From an optimization exercise on the open Yosys and OpenROAD flow, aimed at small area, a short achievable clock period and few clock cycles per item; shortcuts taken in it are not production practice.
Only simulation tests tie the RTL to the original design; equivalence was not proved.

<file path="flow/config.mk">
export PLATFORM = sky130hd
export DESIGN_NAME = qip_qnt
export DESIGN_NICKNAME = qip_qnt
export VERILOG_FILES = /design/flow/design.v
export SDC_FILE = /design/flow/constraint.sdc
export NUM_CORES = 4
export LEC_CHECK = 0
export CAP_MARGIN = 20
export CORE_MARGIN = 2
export CORE_UTILIZATION = 40
export SLEW_MARGIN = 20
</file>
<file path="flow/constraint.sdc">
create_clock -name core_clock -period 20.0 [get_ports {clk}]
set_input_delay 4.0000 -clock core_clock [delete_from_list [all_inputs] [get_ports {clk}]]
set_output_delay 4.0000 -clock core_clock [all_outputs]
set_load 0.01 [all_outputs]
</file>
<file path="flow/design.v">
module qip_qnt (
    input  wire        clk,
    input  wire        rst,           
    input  wire        in_valid,
    output wire        in_ready,
    input  wire [2:0]  in_op,
    input  wire [23:0] in_data,
    input  wire        in_mix,        
    input  wire [6:0]  in_draw,       
    output reg         out_valid,
    input  wire        out_ready,
    output reg  [7:0]  out_byte,
    output reg  [11:0] out_slot,
    output reg         out_last       
);
    localparam [2:0] OP_START    = 3'd0;
    localparam [2:0] OP_TRKBEGIN = 3'd1;
    localparam [2:0] OP_TRKEND   = 3'd2;
    localparam [2:0] OP_PUSHP    = 3'd3;
    localparam [2:0] OP_PUSHG    = 3'd4;
    localparam [2:0] OP_PUSHS    = 3'd5;
    localparam [2:0] OP_PAD      = 3'd6;
    localparam [2:0] OP_PUSHB    = 3'd7;
    reg [4:0] rphase;    
    reg [2:0] sphase;    
    reg [4:0] wcur;      
    reg [6:0] fcnt;      
    function [7:0] palette;
        input [1:0] s;
        case (s)
            2'd0: palette = 8'hA0;
            2'd1: palette = 8'hA1;
            2'd2: palette = 8'hA2;
            default: palette = 8'hA3;
        endcase
    endfunction
    reg [11:0] delay_mod;
    always @(*) begin
        case (wcur)
            5'd0: delay_mod = 12'd24;
            5'd1: delay_mod = 12'd53;
            5'd2: delay_mod = 12'd82;
            5'd3: delay_mod = 12'd111;
            5'd4: delay_mod = 12'd44;
            5'd5: delay_mod = 12'd49;
            5'd6: delay_mod = 12'd78;
            5'd7: delay_mod = 12'd107;
            5'd8: delay_mod = 12'd40;
            5'd9: delay_mod = 12'd69;
            5'd10: delay_mod = 12'd74;
            5'd11: delay_mod = 12'd103;
            5'd12: delay_mod = 12'd36;    
            5'd13: delay_mod = 12'd65;    
            5'd14: delay_mod = 12'd94;    
            5'd15: delay_mod = 12'd99;    
            5'd16: delay_mod = 12'd32;    
            5'd17: delay_mod = 12'd61;    
            5'd18: delay_mod = 12'd90;    
            5'd19: delay_mod = 12'd119;    
            5'd20: delay_mod = 12'd28;    
            5'd21: delay_mod = 12'd57;    
            5'd22: delay_mod = 12'd86;    
            5'd23: delay_mod = 12'd115;    
            default: delay_mod = 12'd0;
        endcase
    end
    wire [7:0]  r = in_data[23:16];
    wire [7:0]  g = in_data[15:8];
    wire [7:0]  b = in_data[7:0];
    wire [17:0] luma_sum  = 18'd299 * r + 18'd587 * g + 18'd114 * b;
    wire [17:0] luma_gray = luma_sum / 18'd1000;
    wire [7:0]  gray = (in_op == OP_PUSHP) ? luma_gray[7:0] : in_data[7:0];
    wire [7:0]  low_w  = gray / 8'd85;
    wire [7:0]  rem    = gray % 8'd85;
    wire [1:0]  low    = low_w[1:0];
    wire [1:0]  high   = (low == 2'd3) ? 2'd3 : low + 2'd1;
    wire [6:0]  thresh = in_mix ? in_draw : (7'd5 * rphase + {4'd0, sphase});
    wire        pick_high = (rem > {1'b0, thresh}) || (rem == 8'd84);
    wire [1:0]  sym_q  = pick_high ? high : low;
    wire [1:0]  sym_s  = (in_data[7:0] > 8'd3) ? 2'd3 : in_data[1:0];
    reg  [7:0]  push_byte;
    always @(*) begin
        case (in_op)
            OP_PUSHP, OP_PUSHG: push_byte = palette(sym_q);
            OP_PUSHS:           push_byte = palette(sym_s);
            OP_PAD:             push_byte = palette(2'd0);
            default:            push_byte = in_data[7:0];
        endcase
    end
    wire is_push = (in_op == OP_PUSHP) || (in_op == OP_PUSHG) || (in_op == OP_PUSHS) ||
                   (in_op == OP_PAD)   || (in_op == OP_PUSHB);
    wire [12:0] slot_sum = 13'd24 * fcnt + delay_mod;
    wire [11:0] slot     = (slot_sum >= 13'd2688) ? slot_sum[11:0] - 12'd2688 : slot_sum[11:0];
    assign in_ready = !out_valid || out_ready;
    wire accept = in_valid && in_ready;
    always @(posedge clk) begin
        if (rst) begin
            out_valid <= 1'b0;
            out_byte  <= 8'd0;
            out_slot  <= 12'd0;
            out_last  <= 1'b0;
            rphase    <= 5'd0;
            sphase    <= 3'd0;
            wcur      <= 5'd0;
            fcnt      <= 7'd0;
        end else begin
            if (out_valid && out_ready)
                out_valid <= 1'b0;
            if (accept) begin
                case (in_op)
                    OP_START: begin
                        rphase <= 5'd0;
                        sphase <= 3'd0;
                        wcur   <= 5'd0;
                        fcnt   <= 7'd0;
                    end
                    OP_TRKBEGIN: sphase <= 3'd0;
                    OP_TRKEND:   rphase <= (rphase == 5'd16) ? 5'd0 : rphase + 5'd1;
                    default: ;
                endcase
                if (in_op == OP_PUSHP || in_op == OP_PUSHG)
                    sphase <= (sphase == 3'd4) ? 3'd0 : sphase + 3'd1;
                if (is_push) begin
                    out_valid <= 1'b1;
                    out_byte  <= push_byte;
                    out_slot  <= slot;
                    out_last  <= (wcur == 5'd23);
                    if (wcur == 5'd23) begin
                        wcur <= 5'd0;
                        fcnt <= (fcnt == 7'd111) ? 7'd0 : fcnt + 7'd1;
                    end else begin
                        wcur <= wcur + 5'd1;
                    end
                end
            end
        end
    end
endmodule
</file>
<file path="flow/run.sh">
#!/bin/bash
# synth_recipe.tcl (not shown) runs the flow's synth.tcl, then flattens the netlist and writes it again
# the make line also repeats each setting of config.mk as NAME=value (left out here)
make -C /OpenROAD-flow-scripts/flow DESIGN_CONFIG=/design/flow/config.mk WORK_HOME=/design/flow/orfs CLKGATE_MAP_FILE= SYNTH_SCRIPT=/design/flow/synth_recipe.tcl finish
</file>
==> results.toml <==
[timing]
drv_slew = 0
fmax_mhz = 52.8
grt_setup_unrepaired = "no"
fin_tns_setup_ps = 0
hold_ws_ps = 456
slew-limit-headroom_pct = 35.2
hold_viol_final = 0
tightest_slew_ps = 965
finalSetupViolations = 0
clock_skew_ps = 8.27
post-route-period-util_pct = 94.6
finalWorstPathRequiredPeriod_ps = 18930

[grt]
grt_pass1_wl_mm = 45.1
grt_use_met1_pct = 28.3
grt.busiest_layer = "met2"
antenna_found_initial = 0
gr-usage-met3_pct = 2.49
grtUsageMet2_pct = 30.2
gr-total-overflow = 0
track_usage_pct = 18.9
grt_max_degree = 46
grt_pass1_vias = 9104

[critical_path]
slowest_stage = "clkdlybuf4s50_1"
endpoint_kind = "flop"
required_ps = 20180
critPathLaunchType = "primary input"
cpPeakStageDelay_ps = 630
crit_arrival_ps = 19100
path_class = "in2reg"
critical_path.most_common_cell = "ha_1"
crit_fanout = 18

[synthesis]
synth.net_count = 1604
ys_ff_latch = 49
async_flop_share_pct = 0
synth_top_cell_area_share_pct = 18.0
yosysSeqAreaShare_pct = 9.14
ys.flop_type = "dfxtp_1"
ys_top_cells_by_count = "inv_1 (185), ha_1 (154), a21oi_1 (100)"
syn_area_per_cell_sq_um = 8.03
synth_area_leader_cell = "ha_1"
ys_top_cells_by_area = "ha_1 (18%), fa_1 (14%), dfxtp_1 (9.1%)"
yosysUniqueCellTypes = 114
syn_area_sq_mm = 0.0107
yosys_warnings = 1
synth-edff-count = 0
syn-instance-count = 1336
yosysMostFrequentCell = "inv_1"

[final_layout]
fillers = 2575
fin_cells = 1724
finalNetCount = 1656
diodes = 0
fin_util_pct = 46.1
drive_gt1_share_pct = 8.21
areaGrowthSynthToFinish_pct = 12.5

[route]
drt_wl_total_mm = 27.1
drt_iter0_markers = 720
post_drt_wl_per_cell_microns = 15.7
final_antenna_net_count = 0
dr.pass1.iters = 5
viasPerCell = 5.62
drc = 0
vias = 9681

[clock_network]
cts.path.max_buffers = 2
cts.sinks = 49
cts_tree = "yes"
path_clk_slew_ps = 60
htree_levels = 2
cts_hold_buf = 0
cts-root-buf = "clkbuf_16"
clk_latency_ps = 290
cts_made_buffers = 5

[min_path]
min_path_type = "reg2reg"

[place]
gp_congestion = 0.894
port_buffers = 61
placed_cells = 1710
place_hpwl_mm = 22.4

[floorplan]
start_util_pct = 40.9
die_area_sq_mm = 0.0282
core_area_sq_mm = 0.0262
ios = 62
num_rows = 59
dieHeight_microns = 168
die_w_microns = 168

[status]
status = "timing/DRC/antenna clean"

[flow_run]
drv_cap = 0
==> logic make-up after synthesis <==
| family | after synthesis | share of synthesized area (%) |
|---|---|---|
| buffers and inverters | 227 | 8.15 |
| flip-flops | 49 | 9.14 |
| multiplexers | 24 | 2.45 |
| AO/OA/AOI/OAI | 373 | 25.4 |
| adder cells (fa/ha/maj) | 232 | 32.2 |
| XOR/XNOR | 69 | 5.77 |
| AND/OR/NAND/NOR | 362 | 16.9 |
==> flip-flops by register name, summed over array words and instances (netlist names) <==
name and cells:
delay_mod 7, fcnt 7, out_byte 8, out_last 1, out_slot 12, out_valid 1
rphase 5, sphase 3, wcur 5
==> what timing repair did <==
| action | in CTS | in global routing |
|---|---|---|
| setup endpoints to repair | 0 | 2 |
| buffers inserted | 0 | 5 |
| gates resized for setup | 0 | 22 |
==> routing by layer <==
layer / part of all wire, % / wire length, microns
met3: 4.5 / 1230
met5: 0 / 0
met1: 51 / 13900
met4: 0.15 / 41
met2: 44 / 12000
==> area by class of cell <==
class / instances / area (sq um) / area share, %
multi-input cells: 1061 / 9010 / 74.6
clock buffers: 7 / 143 / 1.18
flip-flops and latches: 49 / 981 / 8.12
inverters: 186 / 698 / 5.78
clock inverters: 1 / 30.0 / 0.249
well taps: 335 / 419 / 3.47
repair buffers: 85 / 793 / 6.57
==> metrics by stage <==
step / setup slack [ps] / area, sq um
6_report: 1070 / 12100
5_1_grt: 76.5 / 12100
4_1_cts: 394 / 11900
3_5_place_dp: 128 / 11700
3_3_place_gp: 505 / 11700
2_1_floorplan: 2810 / 10700
==> worst max-delay path: cells and delay by family <==
family / cells / cell delay (ps)
simple gates: 13 / 2610
fa+ha+maj: 11 / 4070
buf+inv: 6 / 1200
xor+xnor: 2 / 380
mux: 2 / 540
compound gates: 27 / 6300
==> final timing paths <==
check	startpoint	end	slack, ps	cells past startpoint
setup reg to reg	fcnt[0]	out_slot[10]	15890	17
hold reg to reg	out_slot[3]	out_slot[3]	460	2
setup / recovery	in_data[2]	out_byte[1]	1070	61
hold / removal	out_slot[3]	out_slot[3]	460	2
==> layout by cell type, fill, tap and decap left out, types with 25 or more instances in the layout <==
cell type        instances
a21oi_1                100
clkdlybuf4s50_1         60
dfxtp_1                 49
fa_1                    75
ha_1                   153
inv_1                  185
nand2_1                 88
nand3_1                 25
nor2_1                  95
nor3_1                  38
o21ai_0                 45
xnor2_1                 41
Testbench counts, summed over its fixed seeds: cycles 32,008, items 31,428.

## what the ideal ports hide
Ports are ideal in the flow. The routed layout listed here was re-timed in OpenROAD. Step 1 sets driving cells, clkbuf_16 on the clock port and buf_2 on the other inputs (assumed; they add their load-dependent delay and slew). Step 2 moves the port delays by t, midway between the first and last clock arrival at a register: inputs arrive t later, outputs are due t later. That takes back most of the time a late clock gives input paths. a / b / c = ideal / step 1 / step 2; a / b = the first two.
t, ns: 0.327
setup slack, ns: 1.075 / 1.089 / 0.762
latest minus earliest clock arrival (ns): 0.009 / 0.008
worst data-port slew with drivers (ns): 0.04
After both steps this run still meets setup and hold. For this run, drivers alone change the setup slack by +0.014 ns; drivers and shift together by -0.313 ns.
